This is an optimization exercise on Yosys and OpenROAD, whose aim is small area, a short achievable clock period and few clock cycles, not a production implementation. No run shown here included a check of the RTL's function; only the layout flow was run. No activity file was given, so power comes from the tool's default toggle rates.

==> flow/design.v <==
module evt_agg_enc (
    input  wire        clk,
    input  wire        rst,
    input  wire        cmd_valid,
    output wire        cmd_ready,
    input  wire [31:0] cmd,
    output reg         pkt_valid,
    output reg  [76:0] pkt
);
    localparam CAP = 64;
    localparam KW  = 12;            
    assign cmd_ready = 1'b1;
    wire is_set_mode = (cmd & 32'hFFFF_FFFC) == 32'h2000_0000;
    wire is_inject   = (cmd & 32'hFFFE_8080) == 32'h3000_0000;
    reg  [1:0] mode;                
    reg  [13:0] in_pack;
    always @(*) begin
        case (mode)
            2'd0:    in_pack = {cmd[14:8], cmd[6:0]};
            2'd1:    in_pack = {2'b00, cmd[14:9], cmd[6:1]};
            2'd2:    in_pack = {4'b0000, cmd[14:10], cmd[6:2]};
            default: in_pack = {6'b000000, cmd[14:11], cmd[6:3]};
        endcase
    end
    reg         r_inj, r_clr;
    reg  [1:0]  r_mode;
    reg  [13:0] r_pack;
    reg         r_p;
    always @(posedge clk) begin
        if (rst) begin
            mode  <= 2'd0;
            r_inj <= 1'b0;
            r_clr <= 1'b0;
        end else begin
            r_inj <= cmd_valid & is_inject;
            r_clr <= cmd_valid & is_set_mode & (cmd[1:0] != mode);
            if (cmd_valid & is_set_mode)
                mode <= cmd[1:0];
        end
        r_mode <= mode;
        r_pack <= in_pack;
        r_p    <= cmd[16];
    end
    reg  [CAP-1:0] occ;
    reg  [KW-1:0]  skey [0:CAP-1];
    reg  [CAP-1:0] sp;
    reg         k_inj, k_clr, d_inj, d_clr;
    reg  [1:0]  k_mode, d_mode;
    reg  [13:0] k_pack, d_pack;
    reg         k_p, d_p;
    reg  [CAP-1:0] k_match, d_match;
    reg  [1:0]  k_s, d_s;           
    reg  [CAP-1:0] match;
    integer i;
    always @(*) begin
        for (i = 0; i < CAP; i = i + 1)
            match[i] = occ[i] & (skey[i] == r_pack[KW-1:0]);
    end
    always @(posedge clk) begin
        if (rst) begin
            k_inj <= 1'b0;
            k_clr <= 1'b0;
        end else begin
            k_inj <= r_inj;
            k_clr <= r_clr;
        end
        k_mode  <= r_mode;
        k_pack  <= r_pack;
        k_p     <= r_p;
        k_match <= match;
        k_s     <= {r_pack[KW-1:0] == d_pack[KW-1:0],
                    r_pack[KW-1:0] == k_pack[KW-1:0]};
    end
    function [4:0] pop16;
        input [15:0] v;
        reg [1:0] a0, a1, a2, a3, a4, a5, a6, a7;
        reg [2:0] b0, b1, b2, b3;
        reg [3:0] c0, c1;
        begin
            a0 = v[0] + v[1];   a1 = v[2] + v[3];
            a2 = v[4] + v[5];   a3 = v[6] + v[7];
            a4 = v[8] + v[9];   a5 = v[10] + v[11];
            a6 = v[12] + v[13]; a7 = v[14] + v[15];
            b0 = a0 + a1; b1 = a2 + a3; b2 = a4 + a5; b3 = a6 + a7;
            c0 = b0 + b1; c1 = b2 + b3;
            pop16 = c0 + c1;
        end
    endfunction
    wire [CAP-1:0] k_match_p = k_match & sp;
    reg  [5:0] d_fa, d_fb;
    function [5:0] lowest_zero;
        input [63:0] v;
        reg [7:0] grp;
        reg [2:0] gi, bi;
        reg [7:0] sel;
        integer gg, b;
        begin
            for (gg = 0; gg < 8; gg = gg + 1)
                grp[gg] = ~&v[8*gg +: 8];
            gi = 3'd0;
            for (gg = 7; gg >= 0; gg = gg - 1)
                if (grp[gg]) gi = gg[2:0];
            sel = v[8*gi +: 8];
            bi = 3'd0;
            for (b = 7; b >= 0; b = b - 1)
                if (!sel[b]) bi = b[2:0];
            lowest_zero = {gi, bi};
        end
    endfunction
    function [63:0] rev64;
        input [63:0] v;
        integer b;
        begin
            for (b = 0; b < 64; b = b + 1)
                rev64[b] = v[63-b];
        end
    endfunction
    reg  [19:0] d_na, d_np;         
    integer g;
    always @(posedge clk) begin
        if (rst) begin
            d_inj <= 1'b0;
            d_clr <= 1'b0;
        end else begin
            d_inj <= k_inj;
            d_clr <= k_clr;
        end
        d_mode  <= k_mode;
        d_pack  <= k_pack;
        d_p     <= k_p;
        d_match <= k_match;
        d_s     <= k_s;
        for (g = 0; g < 4; g = g + 1) begin
            d_na[5*g +: 5] <= pop16(k_match[16*g +: 16]);
            d_np[5*g +: 5] <= pop16(k_match_p[16*g +: 16]);
        end
        d_fa    <= lowest_zero(occ);
        d_fb    <= ~lowest_zero(rev64(occ));
    end
    wire [4:0] cnt  = (d_na[4:0] + d_na[9:5]) + (d_na[14:10] + d_na[19:15]);
    wire [4:0] pcnt = (d_np[4:0] + d_np[9:5]) + (d_np[14:10] + d_np[19:15]);
    reg [2:0] d_g;
    reg [3:0] d_h;
    always @(*) begin
        case (d_mode)
            2'd1: begin
                d_g = {2'b11, cnt != 5'd0};
                d_h = {2'b11, pcnt != 5'd0, pcnt >= 5'd2};
            end
            2'd2: begin
                d_g = {cnt >= 5'd5, cnt >= 5'd6, cnt >= 5'd7};
                d_h = {pcnt >= 5'd2, pcnt >= 5'd3, pcnt >= 5'd4, pcnt >= 5'd5};
            end
            default: begin
                d_g = {cnt >= 5'd29, cnt >= 5'd30, cnt == 5'd31};
                d_h = {pcnt >= 5'd14, pcnt >= 5'd15, pcnt >= 5'd16, pcnt >= 5'd17};
            end
        endcase
    end
    reg  [2:1] o_st, o_em, o_clr, o_p;
    reg  [5:0] o_slot1, o_slot2;
    wire [2:1] e = o_clr | (d_s & o_em);    
    wire [2:1] a = d_s & o_st;              
    wire [2:1] b = a & o_p;                 
    wire mode1 = (d_mode == 2'd1);
    reg ge;
    always @(*) begin
        if (e[1])
            ge = 1'b0;
        else if (e[2])
            ge = mode1 & a[1];
        else case (a)
            2'b00:   ge = d_g[0];
            2'b11:   ge = d_g[2];
            default: ge = d_g[1];
        endcase
    end
    reg op_agg;
    always @(*) begin
        if (e[1])
            op_agg = 1'b0;
        else if (e[2])
            op_agg = b[1] & d_p;
        else case ({1'b0, b[2]} + {1'b0, b[1]} + {1'b0, d_p})
            2'd0:    op_agg = d_h[0];
            2'd1:    op_agg = d_h[1];
            2'd2:    op_agg = d_h[2];
            default: op_agg = d_h[3];
        endcase
    end
    wire full  = &occ;
    wire agg   = (d_mode != 2'd0);
    wire act   = d_inj & agg & ~full;
    wire emit  = act & ge;
    wire store = act & ~ge;
    wire [5:0] slot = o_clr[1] ? 6'd0 :
                      (o_st[1] && o_slot1 == d_fa) ? d_fb : d_fa;
    wire [CAP-1:0] slot_oh = {{(CAP-1){1'b0}}, 1'b1} << slot;
    wire [CAP-1:0] oh1 = {{(CAP-1){1'b0}}, 1'b1} << o_slot1;
    wire [CAP-1:0] oh2 = {{(CAP-1){1'b0}}, 1'b1} << o_slot2;
    wire [CAP-1:0] cmask = (d_match & {CAP{~e[2]}}) |
                           (a[2] ? oh2 : {CAP{1'b0}}) |
                           (a[1] ? oh1 : {CAP{1'b0}});
    always @(posedge clk) begin
        if (rst) begin
            occ   <= {CAP{1'b0}};
            o_st  <= 2'b00;
            o_em  <= 2'b00;
            o_clr <= 2'b00;
        end else begin
            if (d_clr)
                occ <= {CAP{1'b0}};
            else
                occ <= (occ & ~(emit ? cmask : {CAP{1'b0}})) |
                       (store ? slot_oh : {CAP{1'b0}});
            o_st  <= {o_st[1], store};
            o_em  <= {o_em[1], emit};
            o_clr <= {o_clr[1], d_clr};
        end
        o_p     <= {o_p[1], d_p};
        o_slot1 <= slot;
        o_slot2 <= o_slot1;
    end
    integer j;
    always @(posedge clk) begin
        for (j = 0; j < CAP; j = j + 1)
            if (!full && slot == j[5:0]) begin
                skey[j] <= d_pack[KW-1:0];
                sp[j]   <= d_p;
            end
    end
    function [6:0] sym;
        input [4:0] n;
        begin
            case (n)
                5'd0:  sym = 7'h11;
                5'd1:  sym = 7'h12;
                5'd2:  sym = 7'h14;
                5'd3:  sym = 7'h18;
                5'd4:  sym = 7'h21;
                5'd5:  sym = 7'h22;
                5'd6:  sym = 7'h24;
                5'd7:  sym = 7'h28;
                5'd8:  sym = 7'h41;
                5'd9:  sym = 7'h42;
                5'd10: sym = 7'h44;
                5'd11: sym = 7'h48;
                5'd12: sym = 7'h03;
                5'd13: sym = 7'h0C;
                5'd14: sym = 7'h30;
                5'd15: sym = 7'h50;
                default: sym = 7'h60;    
            endcase
        end
    endfunction
    localparam [6:0] HDR0 = 7'h11;
    localparam [6:0] HDR1 = 7'h12;
    localparam [7:0] ADDR_SRC_XOR = 8'h01 ^ 8'h02 ^ 8'h03 ^ 8'h04;
    localparam [6:0] ADDR_SYM0 = 7'h12;
    localparam [6:0] ADDR_SYM1 = 7'h14;
    localparam [6:0] ADDR_SYM2 = 7'h18;
    localparam [6:0] ADDR_SYM3 = 7'h21;
    wire op = agg ? op_agg : d_p;
    wire [15:0] payload  = {1'b1, op, d_pack};
    wire [7:0]  par_byte = ADDR_SRC_XOR ^ payload[7:0] ^ payload[15:8];
    wire        parity   = ~(^par_byte);
    wire [76:0] packet = {
        sym(5'd16),
        ADDR_SYM0, ADDR_SYM1, ADDR_SYM2, ADDR_SYM3,
        sym({1'b0, payload[15:12]}),
        sym({1'b0, payload[11:8]}),
        sym({1'b0, payload[7:4]}),
        sym({1'b0, payload[3:0]}),
        sym(5'd0),
        parity ? HDR1 : HDR0
    };
    always @(posedge clk) begin
        if (rst)
            pkt_valid <= 1'b0;
        else
            pkt_valid <= emit | (d_inj & ~agg);
        pkt <= packet;
    end
endmodule
==> flow/flow/run.sh <==
#!/bin/bash
# Standard ORFS layout, with repair_timing asked to leave a larger setup
# margin than the 13 ns constraint needs, so that the design is optimised
# for speed, and clock tree synthesis without dummy balancing loads.
# The SDC and every other setting stay the standard flow's own.
set -o pipefail
bash standard.sh SETUP_SLACK_MARGIN=9.5 \
  "CTS_ARGS=-sink_clustering_enable -repair_clock_nets -sink_clustering_size 40 -sink_clustering_max_diameter 60 -buf_list sky130_fd_sc_hd__clkbuf_16 -dont_use_dummy_load" \
  finish > standard_flow.log 2>&1
==> flow/standard.sh <==
#!/bin/bash
# synth_recipe.tcl (not shown) runs the flow's synth.tcl, then flattens the netlist and writes it again
# the make line also repeats each setting of config.mk as NAME=value (left out here)
make -C /OpenROAD-flow-scripts/flow DESIGN_CONFIG=/design/flow/config.mk WORK_HOME=/design/flow/orfs CLKGATE_MAP_FILE= SYNTH_SCRIPT=/design/flow/synth_recipe.tcl "${@:-finish}"
==> flow/config.mk <==
export PLATFORM = sky130hd
export DESIGN_NAME = evt_agg_enc
export DESIGN_NICKNAME = evt_agg_enc
export VERILOG_FILES = /design/flow/design.v
export SDC_FILE = /design/flow/constraint.sdc
export NUM_CORES = 4
export LEC_CHECK = 0
export CAP_MARGIN = 30
export CORE_MARGIN = 2
export CORE_UTILIZATION = 60
export CTS_BUF_LIST = sky130_fd_sc_hd__clkbuf_16
export CTS_CLUSTER_DIAMETER = 60
export CTS_CLUSTER_SIZE = 40
export SLEW_MARGIN = 20
==> flow/constraint.sdc <==
create_clock -name core_clock -period 13.0 [get_ports {clk}]
set_input_delay 2.6000 -clock core_clock [delete_from_list [all_inputs] [get_ports {clk}]]
set_output_delay 2.6000 -clock core_clock [all_outputs]
set_load 0.01 [all_outputs]
==> results.yml, run 1 <==
floorplanning:
  start_util_pct: 60.3
  fp.coreArea_sq_um: 86500
  num_rows: 108
  die_h_um: 299
  die-area_sq_um: 89300
  pin_count: 114
  die_w_um: 299
route:
  first_pass_iters: 6
  viasPerCell: 6.38
  detail_route.wirelength_mm: 159
  drtIter0Drc: 4204
  drc: 0
  wl_per_cell_um: 30.2
  drtAntennaViolNets: 0
  vias: 33470
logic_synthesis:
  ys_seq_area_share_pct: 61.7
  synth-seq-cells: 1190
  synth_cells: 3972
  synth.cell_area_sq_um: 52100
  synth_cell_types: 86
  async_reset_ff_share_pct: 0
  ys.flop_type: "edfxtp_1"
  ys_warn_count: 2
  synth_edf_count: 832
  syn_avg_cell_area_sq_um: 13.1
pwr:
  p_leak_nw: 19.8
  p_per_area_nw_per_um2: 126
  p_int_mw: 5.54
  pwr-share-clk_pct: 30.2
  p_sw_share_pct: 25.5
  seqPwrFrac_pct: 58.7
  switchingPower_mw: 1.90
  ir_drop_v: 0.000141
  power_frac_comb_pct: 11.2
  total_power_mw: 7.45
setup_path:
  end_kind: "flop"
  worstPathCellList: "inv_2 > fa_1 > fa_1 > inv_2 > ha_4 > fa_2 > and3_4 > a21oi_2 > or4_1 > o211ai_1 > buf_4 > buf_12 > buf_12 > buf_16 > o31ai_2"
  setup.worst_path.class: "flop to flop"
  critPathTopFamily: "adder cells"
  cp_data_required_time_ns: 13.51
  critPathArrivalTime_ns: 4.44
  startpoint: "d_na[11]"
  slowest_stage: "fa_2"
  worstSetupStartpointType: "flop"
  cp.depth: 15
  crit_fanout: 8
  crit-reg2reg-launch: "d_na[11]"
  rr_worst_depth: 15
  max_stage_delay_ns: 0.58
  cp_num_buf_inv: 6
sta:
  slew-limit-headroom_pct: 25.7
  fin_skew_ns: 0.0865
  setup_viol: 0
  drv_slew: 0
  tns_ns: 0
  worst_slew_pin_slew_ns: 1.11
  whs_ns: 0.323
  rsz0062_at_grt: "yes"
  fmax_mhz: 254
  hold_viol: 0
  period_needed_ns: 3.93
  fin_crit_sh_pct: 30.2
clocking:
  cts_max_level: 3
  cts_root_buffer: "clkbuf_16"
  numClockSinks: 1190
  cts_buffers: 79
  clockBufferDepth: 3
  clk_latency_ns: 0.67
  path_clk_slew_ns: 0.08
  cts_tree: "done"
  cts.hold.buffers_added: 0
placed_design:
  io_buffers: 65
  dp_hpwl_mm: 100
  place.gp.congestion: 1.07
global_routing:
  grt_use_total_pct: 35.4
  grt_max_degree: 69
  grt_pass1_wl_mm: 227
  grt_pass1_vias: 32942
  grt_antenna_before_repair: 5
  grt.overflow.total: 0
cells_and_area:
  nNetsFinal: 4279
  layout-drive-gt1-share_pct: 17.3
  final_common_cell: "edfxtp_1"
  syn_to_final_growth_pct: 13.1
  final_cell_mix: "edfxtp_1 (832), xnor2_1 (569), xor2_1 (268)"
min_path:
  hold_class: "flop to flop"
  hold_depth: 0
  min_from: "k_s[1]"
job:
  cap_violations: 0
status:
  status: "timing/DRC/antenna clean"
==> cells by family after synthesis <==
kind of cell    Yosys count  share of synthesized area, %
xor+xnor                849                          14.3
flops                  1190                          61.7
buf+inv                 420                          3.48
simple gates            871                          8.70
fa+ha+maj               150                          5.00
other cells               2                        0.0144
compound gates          447                          5.84
mux                      43                         0.958
==> synth_stat cells, types with 48 or more instances <==
library cell	n	share of area [%]
o31ai_1	69	0.99
edfxtp_1	832	48
clkbuf_1	131	0.94
nor2_1	124	0.89
nor3_1	83	0.80
nor4_1	88	1.1
ha_1	53	1.3
xor2_1	270	4.5
nand4_1	92	1.1
a221oi_1	66	1.1
fa_1	97	3.7
nand3_1	200	1.9
nand2_1	150	1.1
inv_1	176	1.3
buf_4	48	0.69
xnor2_1	576	9.7
dfxtp_1	358	14
a21oi_1	161	1.5
==> metrics by stage <==
stage          instance area (sq um)  worst slack (ns)  utilization (%)  cells
6_report                       59000              9.07             68.2   5248
5_1_grt                        59000              8.99             68.2   5247
4_1_cts                        58200              9.21             67.3   5230
3_5_place_dp                   54200              7.54             62.7   5079
3_3_place_gp                   54000              7.52             62.4   5057
2_1_floorplan                  52500              9.26                -   4018
==> per-layer routing <==
metal / up-vias / global-route usage, % / wire [um] / part of all wire [%]
met4: 4 / 13.5 / 6100 / 3.8
met2: 1843 / 54.5 / 72300 / 46
li1: 14213 / - / - / -
met3: 338 / 7.02 / 16000 / 10
met5: - / 0 / 25 / 0.016
met1: 17072 / 50.1 / 64200 / 40
==> timing repair <==
action                                  CTS  global route
cloned                                   18             1
gates resized for setup                 519           144
endpoints found under the hold margin     0             0
endpoints found under the setup margin  975           693
pin swaps                               104            57
buffers inserted                         54            12
==> sequential cells by signal, summed over array words and instances (netlist names), 14 cells and up <==
signal	count
skey	768
d_match	64
k_match	64
occ	64
sp	64
pkt	30
d_na	20
d_np	20
d_pack	14
k_pack	14
r_pack	14
==> power by group through the flow <==
stage	sequential [mW]	clock, mW	combinational (mW)
after floorplan	4.33	0	0.483
after global placement	4.44	0	0.682
after detailed placement	4.44	0	0.703
after CTS	4.36	2.27	0.778
after global routing	4.37	2.39	0.875
final	4.37	2.25	0.831
==> layout make-up <==
type | count | area (sq um)
clock buffer | 79 | 1980
tap | 1155 | 1450
sequential | 1190 | 32400
antenna | 1 | 2.50
inverter | 180 | 684
multi-input combinational | 2409 | 20100
timing repair buffer | 234 | 2450
fill | 5955 | 27500
==> worst reg2reg max path: stages, from the launching register on <==
cell	delay (ns)
dfxtp_2	0.33
inv_2	0.04
fa_1	0.49
fa_1	0.52
inv_2	0.05
ha_4	0.16
fa_2	0.58
and3_4	0.21
a21oi_2	0.05
or4_1	0.48
o211ai_1	0.24
buf_4	0.19
buf_12	0.15
buf_12	0.13
buf_16	0.13
o31ai_2	0.06
==> worst paths after layout <==
kind | slack [ns] | to
setup / recovery | 9.07 | occ[49]
hold / removal | 0.32 | d_s[1]
setup reg to reg | 9.07 | occ[49]
hold reg to reg | 0.32 | d_s[1]
==> run 2, diff against run 1 <==
--- a/flow/design.v
+++ b/flow/design.v
@@ -138,22 +138,40 @@
         d_fb    <= ~lowest_zero(rev64(occ));
     end
-    wire [4:0] cnt  = (d_na[4:0] + d_na[9:5]) + (d_na[14:10] + d_na[19:15]);
     wire [4:0] pcnt = (d_np[4:0] + d_np[9:5]) + (d_np[14:10] + d_np[19:15]);
-    reg [2:0] d_g;
+    wire [4:0] na0 = d_na[4:0],   na1 = d_na[9:5];
+    wire [4:0] na2 = d_na[14:10], na3 = d_na[19:15];
+    wire [4:0] cs1_s = na0 ^ na1 ^ na2;
+    wire [4:0] cs1_c = (na0 & na1) | (na2 & (na0 ^ na1));
+    wire [6:0] cs2_a = {2'b00, cs1_s};
+    wire [6:0] cs2_b = {1'b0, cs1_c, 1'b0};
+    wire [6:0] cs2_d = {2'b00, na3};
+    wire [6:0] cnt_x = cs2_a ^ cs2_b ^ cs2_d;
+    wire [6:0] cnt_y = {(cs2_a[5:0] & cs2_b[5:0]) | (cs2_d[5:0] & (cs2_a[5:0] ^ cs2_b[5:0])), 1'b0};
+    function at_least;
+        input [6:0] x, y;
+        input [6:0] k;
+        reg [7:0] t;
+        begin
+            t = {1'b0, x} + {1'b0, y} + (8'd128 - {1'b0, k});
+            at_least = t[7];
+        end
+    endfunction
+    reg [6:0] k0, k1, k2;
+    always @(*) begin
+        case (d_mode)
+            2'd1:    begin k0 = 7'd1;  k1 = 7'd0;  k2 = 7'd0;  end
+            2'd2:    begin k0 = 7'd7;  k1 = 7'd6;  k2 = 7'd5;  end
+            default: begin k0 = 7'd31; k1 = 7'd30; k2 = 7'd29; end
+        endcase
+    end
+    wire [2:0] d_g = {at_least(cnt_x, cnt_y, k2),
+                      at_least(cnt_x, cnt_y, k1),
+                      at_least(cnt_x, cnt_y, k0)};
     reg [3:0] d_h;
     always @(*) begin
         case (d_mode)
-            2'd1: begin
-                d_g = {2'b11, cnt != 5'd0};
-                d_h = {2'b11, pcnt != 5'd0, pcnt >= 5'd2};
-            end
-            2'd2: begin
-                d_g = {cnt >= 5'd5, cnt >= 5'd6, cnt >= 5'd7};
-                d_h = {pcnt >= 5'd2, pcnt >= 5'd3, pcnt >= 5'd4, pcnt >= 5'd5};
-            end
-            default: begin
-                d_g = {cnt >= 5'd29, cnt >= 5'd30, cnt == 5'd31};
-                d_h = {pcnt >= 5'd14, pcnt >= 5'd15, pcnt >= 5'd16, pcnt >= 5'd17};
-            end
+            2'd1:    d_h = {2'b11, pcnt != 5'd0, pcnt >= 5'd2};
+            2'd2:    d_h = {pcnt >= 5'd2, pcnt >= 5'd3, pcnt >= 5'd4, pcnt >= 5'd5};
+            default: d_h = {pcnt >= 5'd14, pcnt >= 5'd15, pcnt >= 5'd16, pcnt >= 5'd17};
         endcase
     end
==> run 2 against run 1 <==
Against the previous run: fmax fell by 5.8%; die area down 1.9%; clock skew up 0.021 ns; register-to-register slack worse by 0.24 ns; core utilization grew 0.63 points; worst setup slack got worse by 0.24 ns; flip-flop and latch count did not move; cell count is 3.1% lower; non-clock buffer count up 11; global-route usage is 0.80 points higher; sequential power down 5.5%; critical endpoint is now occ[25]; largest power group unchanged; highest routed layer unchanged.
==> results.yml, run 2 <==
logic_synthesis:
  synthAdderAreaFrac_pct: 5.32
  synth_top_area_cell: "edfxtp_1"
  async_reset_ff_share_pct: 0
  synth.cell_area_sq_um: 51200
  ys_warn_count: 2
  synth_xor_area_share_pct: 14.5
  synthSimpleGateAreaFrac_pct: 8.12
  synth_cell_types: 83
  synth_top_area_share_pct: 48.8
  synth_compound_area_share_pct: 4.88
  synth_edf_count: 832
  ys_top_cells_by_count: "edfxtp_1 (832), xnor2_1 (572), dfxtp_1 (358), xor2_1 (275), inv_1 (155)"
  synth_top_family_by_area: "XOR/XNOR gates"
  synth-seq-cells: 1190
  muxShareOfSynthArea_pct: 1.18
  synth_most_common_cell: "edfxtp_1"
  ys_seq_area_share_pct: 62.8
  syn_avg_cell_area_sq_um: 13.6
  yosys-top-cells-area: "edfxtp_1 (49%), dfxtp_1 (14%), xnor2_1 (9.8%), xor2_1 (4.7%), fa_1 (3.9%)"
  synth_cells: 3767
  ys.flop_type: "edfxtp_1"
pwr:
  p_leak_nw: 19.3
  seqPwrFrac_pct: 60.5
  pwr-share-clk_pct: 35.0
  p_int_mw: 5.37
  switchingPower_mw: 1.46
  p_sw_share_pct: 21.4
  ir_drop_v: 0.000143
  p_per_area_nw_per_um2: 117
  power_frac_comb_pct: 4.4
setup_path:
  rr_worst_depth: 16
  end_kind: "flop"
  cp_data_required_time_ns: 13.52
  critPathArrivalTime_ns: 4.70
  worstSetupStartpointType: "flop"
  setup.worst_path.class: "flop to flop"
  crit_fanout: 8
sta:
  fin_skew_ns: 0.107
  slew-limit-headroom_pct: 21.6
  drv_slew: 0
  period_needed_ns: 4.17
  setup_viol: 0
  tns_ns: 0
  worst_slew_pin_slew_ns: 1.17
  fin_crit_sh_pct: 32.1
  fmax_mhz: 240
  rsz0062_at_grt: "yes"
  hold_viol: 0
  whs_ns: 0.285
cells_and_area:
  regMostFlops: "skey"
  finalInstanceArea_sq_um: 58400
  final_cell_mix: "edfxtp_1 (832), xnor2_1 (564), xor2_1 (273)"
  stdcell_count: 5085
  syn_to_final_growth_pct: 14.2
  layout-drive-gt1-share_pct: 18.9
  final_common_cell: "edfxtp_1"
  largest_reg_flops: 768
  nNetsFinal: 4134
job:
  cap_violations: 0
route:
  vias: 32179
  first_pass_iters: 9
  viasPerCell: 6.33
  drtIter0Drc: 3822
  drtAntennaViolNets: 0
  drc: 0
  detail_route.wirelength_mm: 159
  wl_per_cell_um: 31.2
global_routing:
  grt_antenna_before_repair: 8
  grt_pass1_wl_mm: 223
  grt_max_degree: 72
  grt_pass1_vias: 31288
  grt_use_total_pct: 36.2
  grt.overflow.total: 0
clocking:
  numClockSinks: 1190
  clockBufferDepth: 3
  cts_max_level: 3
  path_clk_slew_ns: 0.09
  cts_buffers: 88
  cts.hold.buffers_added: 0
  clk_latency_ns: 0.68
  cts_tree: "done"
  cts_root_buffer: "clkbuf_16"
min_path:
  hold_class: "flop to flop"
  hold_depth: 0
floorplanning:
  pin_count: 114
  die-area_sq_um: 87600
  fp.coreArea_sq_um: 84900
  die_h_um: 296
  start_util_pct: 60.3
  die_w_um: 296
  num_rows: 107
placed_design:
  io_buffers: 65
  dp_hpwl_mm: 99.9
  dpl_cell_area_sq_um: 53100
  dp.cells: 4870
  place.gp.congestion: 1.01
status:
  status: "timing/DRC/antenna clean"
run 2: changes by cell type after synthesis, sizes merged, moves of 8 or more:
cell	delta
inv	-22
o21ai	+38
a222oi	+48
nor4	-8
a221oi	-67
o211ai	+40
nor2	+29
nand2	-26
o2bb2ai	+12
clkbuf	-33
o31ai	-67
nand3	-61
a21oi	-115
run 2: kinds of logic after synthesis:
logic type	count (synthesis)
and+or+nand+nor	801
other	2
DFF	1190
AOI/OAI and AO/OA	348
adders and majority gates	158
xor gates and xnor gates	847
muxes	50
buffers and inverters	371
run 2: final cells by class:
class	instances	area [sq um]
clock buffer	88	2200
sequential	1190	32400
inverter	160	616
fill	5845	26500
antenna	2	5.00
tap	1144	1430
multi-input combinational	2256	19200
timing repair buffer	245	2560
run 2: worst paths after layout:
kind,startpoint,endpoint,slack (ns)
worst max-delay path,d_na[12],occ[25],8.83
worst min-delay path,k_mode[1],d_mode[1],0.29
worst max register to register,d_na[12],occ[25],8.83
worst min register to register,k_mode[1],d_mode[1],0.29
run 2: what timing repair did:
| action | CTS | global route |
|---|---|---|
| cloned | 4 | 1 |
| resized for setup | 514 | 218 |
| setup buffers | 67 | 52 |
| setup endpoints to repair | 978 | 978 |
| endpoints found under the hold margin | 0 | 0 |
| pin swaps | 122 | 117 |
run 2: power groups by stage:
stage | Clock (mW) | Sequential, mW | Combinational [mW]
2_1_floorplan | 0 | 4.18 | 0.208
3_3_place_gp | 0 | 4.22 | 0.300
3_5_place_dp | 0 | 4.22 | 0.307
4_1_cts | 2.41 | 4.14 | 0.302
5_1_grt | 2.55 | 4.14 | 0.325
6_report | 2.39 | 4.13 | 0.303
run 2: metrics by stage:
step | power (mW) | util [%] | setup WS (ns)
after floorplan | 4.39 | - | 9.06
after global routing | 7.01 | 68.8 | 8.64
after CTS | 6.85 | 67.4 | 8.83
after detailed placement | 4.53 | 62.6 | 8.24
final | 6.83 | 68.8 | 8.83
after global placement | 4.52 | 62.5 | 8.24
run 2: critical path, cell delays in order (launching register included):
cell	delay, ns
dfxtp_2	0.33
fa_1	0.56
fa_1	0.44
ha_1	0.29
a21o_1	0.17
a21oi_2	0.15
xnor2_1	0.13
ha_1	0.26
a2111o_1	0.37
o32a_1	0.16
o21a_1	0.21
o21ai_4	0.23
buf_12	0.16
buf_4	0.12
nand2b_4	0.26
o211ai_1	0.14
o21ai_1	0.11
run 2: per-layer routing:
layer | vias up | wire length (um) | track usage, % | part of all wire (%)
met5 | - | 26 | 0 | 0.016
met4 | 4 | 6500 | 13.4 | 4.1
met3 | 377 | 15700 | 6.18 | 9.9
met2 | 1835 | 73800 | 57.4 | 47
met1 | 16363 | 62600 | 50.4 | 39
li1 | 13600 | - | - | -
==> run 3, diff against run 2 <==
--- a/flow/design.v
+++ b/flow/design.v
@@ -138,14 +138,21 @@
         d_fb    <= ~lowest_zero(rev64(occ));
     end
-    wire [4:0] pcnt = (d_np[4:0] + d_np[9:5]) + (d_np[14:10] + d_np[19:15]);
-    wire [4:0] na0 = d_na[4:0],   na1 = d_na[9:5];
-    wire [4:0] na2 = d_na[14:10], na3 = d_na[19:15];
-    wire [4:0] cs1_s = na0 ^ na1 ^ na2;
-    wire [4:0] cs1_c = (na0 & na1) | (na2 & (na0 ^ na1));
-    wire [6:0] cs2_a = {2'b00, cs1_s};
-    wire [6:0] cs2_b = {1'b0, cs1_c, 1'b0};
-    wire [6:0] cs2_d = {2'b00, na3};
-    wire [6:0] cnt_x = cs2_a ^ cs2_b ^ cs2_d;
-    wire [6:0] cnt_y = {(cs2_a[5:0] & cs2_b[5:0]) | (cs2_d[5:0] & (cs2_a[5:0] ^ cs2_b[5:0])), 1'b0};
+    function [13:0] csa4;           
+        input [4:0] a, b, c, d;
+        reg [4:0] s1, c1;
+        reg [6:0] p, q, r;
+        begin
+            s1 = a ^ b ^ c;
+            c1 = (a & b) | (c & (a ^ b));
+            p = {2'b00, s1};
+            q = {1'b0, c1, 1'b0};
+            r = {2'b00, d};
+            csa4 = {p ^ q ^ r, {(p[5:0] & q[5:0]) | (r[5:0] & (p[5:0] ^ q[5:0])), 1'b0}};
+        end
+    endfunction
+    wire [13:0] cs_n = csa4(d_na[4:0], d_na[9:5], d_na[14:10], d_na[19:15]);
+    wire [13:0] cs_p = csa4(d_np[4:0], d_np[9:5], d_np[14:10], d_np[19:15]);
+    wire [6:0] cnt_x = cs_n[13:7], cnt_y = cs_n[6:0];
+    wire [6:0] pos_x = cs_p[13:7], pos_y = cs_p[6:0];
     function at_least;
         input [6:0] x, y;
@@ -168,12 +175,16 @@
                       at_least(cnt_x, cnt_y, k1),
                       at_least(cnt_x, cnt_y, k0)};
-    reg [3:0] d_h;
+    reg [6:0] j0, j1, j2, j3;
     always @(*) begin
         case (d_mode)
-            2'd1:    d_h = {2'b11, pcnt != 5'd0, pcnt >= 5'd2};
-            2'd2:    d_h = {pcnt >= 5'd2, pcnt >= 5'd3, pcnt >= 5'd4, pcnt >= 5'd5};
-            default: d_h = {pcnt >= 5'd14, pcnt >= 5'd15, pcnt >= 5'd16, pcnt >= 5'd17};
+            2'd1:    begin j0 = 7'd2;  j1 = 7'd1;  j2 = 7'd0;  j3 = 7'd0;  end
+            2'd2:    begin j0 = 7'd5;  j1 = 7'd4;  j2 = 7'd3;  j3 = 7'd2;  end
+            default: begin j0 = 7'd17; j1 = 7'd16; j2 = 7'd15; j3 = 7'd14; end
         endcase
     end
+    wire [3:0] d_h = {at_least(pos_x, pos_y, j3),
+                      at_least(pos_x, pos_y, j2),
+                      at_least(pos_x, pos_y, j1),
+                      at_least(pos_x, pos_y, j0)};
     reg  [2:1] o_st, o_em, o_clr, o_p;
     reg  [5:0] o_slot1, o_slot2;
==> run 3 against run 2 <==
Against the previous run: clock-buffer cell count fell by 4; die area up 1.2%; synthesized area is 1.2% higher; worst setup slack improved by 0.090 ns; sequential power barely moved; largest power group unchanged; highest routed layer unchanged.
==> results.yml, run 3 <==
logic_synthesis:
  ys_seq_area_share_pct: 62.1
  synth_cells: 3824
  synth_top_area_cell: "edfxtp_1"
  synth.cell_area_sq_um: 51800
  syn_avg_cell_area_sq_um: 13.5
  ys.flop_type: "edfxtp_1"
  synth_cell_types: 89
  async_reset_ff_share_pct: 0
  synth_top_area_share_pct: 48.3
  yosys-top-cells-area: "edfxtp_1 (48%), dfxtp_1 (14%), xnor2_1 (9.6%), xor2_1 (4.6%), fa_1 (3.9%)"
  ys_warn_count: 2
  synth-seq-cells: 1190
  synth_edf_count: 832
  ys_top_cells_by_count: "edfxtp_1 (832), xnor2_1 (568), dfxtp_1 (358), xor2_1 (270), inv_1 (190)"
  synth_most_common_cell: "edfxtp_1"
route:
  drc: 0
  first_pass_iters: 11
  top_layer: "met5"
  detail_route.wirelength_mm: 159
  dr_wl_met2_mm: 73.0
  viasPerCell: 6.41
  vias: 32603
  wl_met1_mm: 62.8
  drtAntennaViolNets: 0
  wl_per_cell_um: 31.3
  route.met3.wl_mm: 16.8
  drtIter0Drc: 4377
setup_path:
  setup.worst_path.class: "flop to flop"
  rr_worst_depth: 16
  crit-reg2reg-launch: "d_na[11]"
  r2r_slack_ns: 8.92
  cp_data_required_time_ns: 13.54
  end_kind: "flop"
  crit_fanout: 8
  worstSetupStartpointType: "flop"
  rr_endpoint: "occ[39]"
  critPathArrivalTime_ns: 4.63
pwr:
  pwr-share-clk_pct: 34.3
  seqPwrFrac_pct: 60.8
  p_sw_share_pct: 21.5
  ir_drop_v: 0.000122
  p_per_area_nw_per_um2: 116
  p_int_mw: 5.33
  switchingPower_mw: 1.46
  power_frac_comb_pct: 4.9
  p_leak_nw: 19.4
sta:
  fin_crit_sh_pct: 31.4
  rsz0062_at_grt: "yes"
  slew-limit-headroom_pct: 21.6
  fin_ws_ns: 8.92
  drv_slew: 0
  worst_slew_pin_slew_ns: 1.17
  whs_ns: 0.291
  period_needed_ns: 4.08
  setup_viol: 0
  fin_skew_ns: 0.100
  tns_ns: 0
  fmax_mhz: 245
  hold_viol: 0
cells_and_area:
  regMostFlops: "skey"
  nNetsFinal: 4149
  multi_input_area_sq_um: 19600
  layout-drive-gt1-share_pct: 17.6
  final_common_cell: "edfxtp_1"
  final_cell_mix: "edfxtp_1 (832), xnor2_1 (565), xor2_1 (270)"
  n_fill_cell: 5941
  seq_area_sq_um: 32400
  syn_to_final_growth_pct: 12.9
  finalInstanceArea_sq_um: 58400
  largest_reg_flops: 768
clocking:
  cts_max_level: 3
  cts_root_buffer: "clkbuf_16"
  cts.hold.buffers_added: 0
  cts_tree: "done"
  cts_buffers: 84
  path_clk_slew_ns: 0.09
  clockBufferDepth: 3
  numClockSinks: 1190
  clk_latency_ns: 0.69
min_path:
  hold_class: "flop to flop"
  min_to: "d_match[8]"
  min_from: "k_match[8]"
  hold_depth: 0
global_routing:
  grt_antenna_before_repair: 5
  grt_max_degree: 72
  grt_pass1_vias: 32510
  grt_use_total_pct: 35.7
  grt_pass1_wl_mm: 226
  grt.overflow.total: 0
floorplanning:
  pin_count: 114
  die_w_um: 298
  die-area_sq_um: 88600
  fp.coreArea_sq_um: 85300
  die_h_um: 298
  num_rows: 107
  start_util_pct: 60.7
placed_design:
  dp_slack_ns: 8.35
  dpl_cell_area_sq_um: 53800
  place.gp.congestion: 0.975
  io_buffers: 65
  dp_hpwl_mm: 102
status:
  status: "timing/DRC/antenna clean"
job:
  cap_violations: 0
run 3: changes by cell type after synthesis, sizes merged, moves of 17 or more:
| cell | change |
|---|---|
| nand2 | -47 |
| o311ai | +46 |
| o211ai | -40 |
| inv | +36 |
| nor2 | -30 |
| nand3 | +21 |
| nor3 | +21 |
| a32o | +17 |
run 3: worst max-delay path by stage:
stage | slack, ns | cells past startpoint | to | startpoint
finish | 8.92 | 16 | occ[39] | d_na[11]
global route | 8.75 | 18 | occ[52] | d_na[11]
CTS | 9.03 | 17 | occ[63] | d_na[11]
detailed placement | 8.35 | 6 | occ[19] | rst
global placement | 8.36 | 6 | occ[18] | rst
floorplan | 9.26 | 5 | mode[1] | cmd[9]
run 3: routing by layer:
metal	vias up	global-route usage [%]
li1	13759	-
met1	16612	49.0
met2	1821	55.9
met3	407	8.20
met4	4	13.5
met5	-	0
run 3: final cells by class:
type	instances	area share, %
antenna	1	0.00428
inverter	194	1.27
multi-input combinational	2258	33.5
timing repair buffer	219	3.73
tap	1144	2.45
clock buffer	84	3.60
sequential	1190	55.4
run 3: timing repair:
action	in CTS	in global routing
setup endpoints to repair	876	817
hold endpoints to repair	0	0
buffers inserted	42	38
resized for setup	488	213
gates cloned	10	0
pin swaps	100	84
run 3: through the flow:
stage / instances / util (%) / total power, mW
after floorplan: 3870 / - / 4.39
after global placement: 4897 / 62.9 / 4.53
after detailed placement: 4915 / 63.1 / 4.54
after CTS: 5051 / 67.3 / 6.79
after global routing: 5089 / 68.5 / 6.95
final: 5090 / 68.5 / 6.79
run 3: critical path, cell delays in order, from the launching register on:
cell,delay (ns)
dfxtp_2,0.34
inv_2,0.03
fa_1,0.45
fa_1,0.51
inv_2,0.05
ha_4,0.16
fa_2,0.55
ha_4,0.20
a31o_4,0.21
a21oi_2,0.14
o211ai_1,0.10
buf_4,0.16
buf_4,0.13
a32o_4,0.34
buf_6,0.17
a21o_4,0.29
o21ai_2,0.13
run 3: kinds of logic (layout without fill, tap and decap cells):
logic type | Yosys count | after routing | synth area share (%)
other | 2 | 49 | 0.0145
xor gates and xnor gates | 840 | 840 | 14.3
DFF | 1190 | 1190 | 62.1
AOI/OAI and AO/OA | 381 | 383 | 5.59
buffers and inverters | 425 | 497 | 3.53
and+or+nand+nor | 786 | 787 | 8.17
adders and majority gates | 167 | 167 | 5.50
muxes | 33 | 33 | 0.812
run 3: power by group through the flow:
| stage | combinational (mW) | sequential (mW) | clock [mW] |
|---|---|---|---|
| CTS | 0.323 | 4.13 | 2.34 |
| detailed placement | 0.329 | 4.21 | 0 |
| finish | 0.331 | 4.13 | 2.33 |
| floorplan | 0.216 | 4.18 | 0 |
| global route | 0.351 | 4.13 | 2.47 |
| global placement | 0.318 | 4.21 | 0 |

separate check: timing with driven ports:
How much do the figures lean on ideal ports? The routed layouts below were timed once more, with nothing changed but the port constraints.
Step 1 (the two cells are an assumption about what drives the block):
set clk [get_ports {clk}]
set_driving_cell -lib_cell sky130_fd_sc_hd__clkbuf_16 $clk
set_driving_cell -lib_cell sky130_fd_sc_hd__buf_2 [delete_from_list [all_inputs] $clk]
Step 2 adds t to the input delays and takes it off the output delays; t is the mean of the earliest and latest rising clock arrival at the registers after step 1. Input paths then give back, and output paths get back, about the clock's delay inside the block.
a / b / c = no drivers / after step 1 / after step 2; a / b = the first two.
| run | shift t [ns] | setup WS [ns] | latest minus earliest clock arrival (ns) | worst data-port slew with drivers (ns) |
|---|---|---|---|---|
| run 1 | 0.695 | 9.068 / 9.068 / 8.579 | 0.087 / 0.087 | 0.04 |
| run 2 | 0.703 | 8.828 / 8.828 / 8.260 | 0.108 / 0.108 | 0.05 |
| run 3 | 0.718 | 8.918 / 8.918 / 8.247 | 0.101 / 0.101 | 0.04 |
After both steps every run listed still meets setup and hold. For run 3, which loses most, drivers alone change the setup slack by 0.000 ns; drivers and shift together by -0.671 ns.
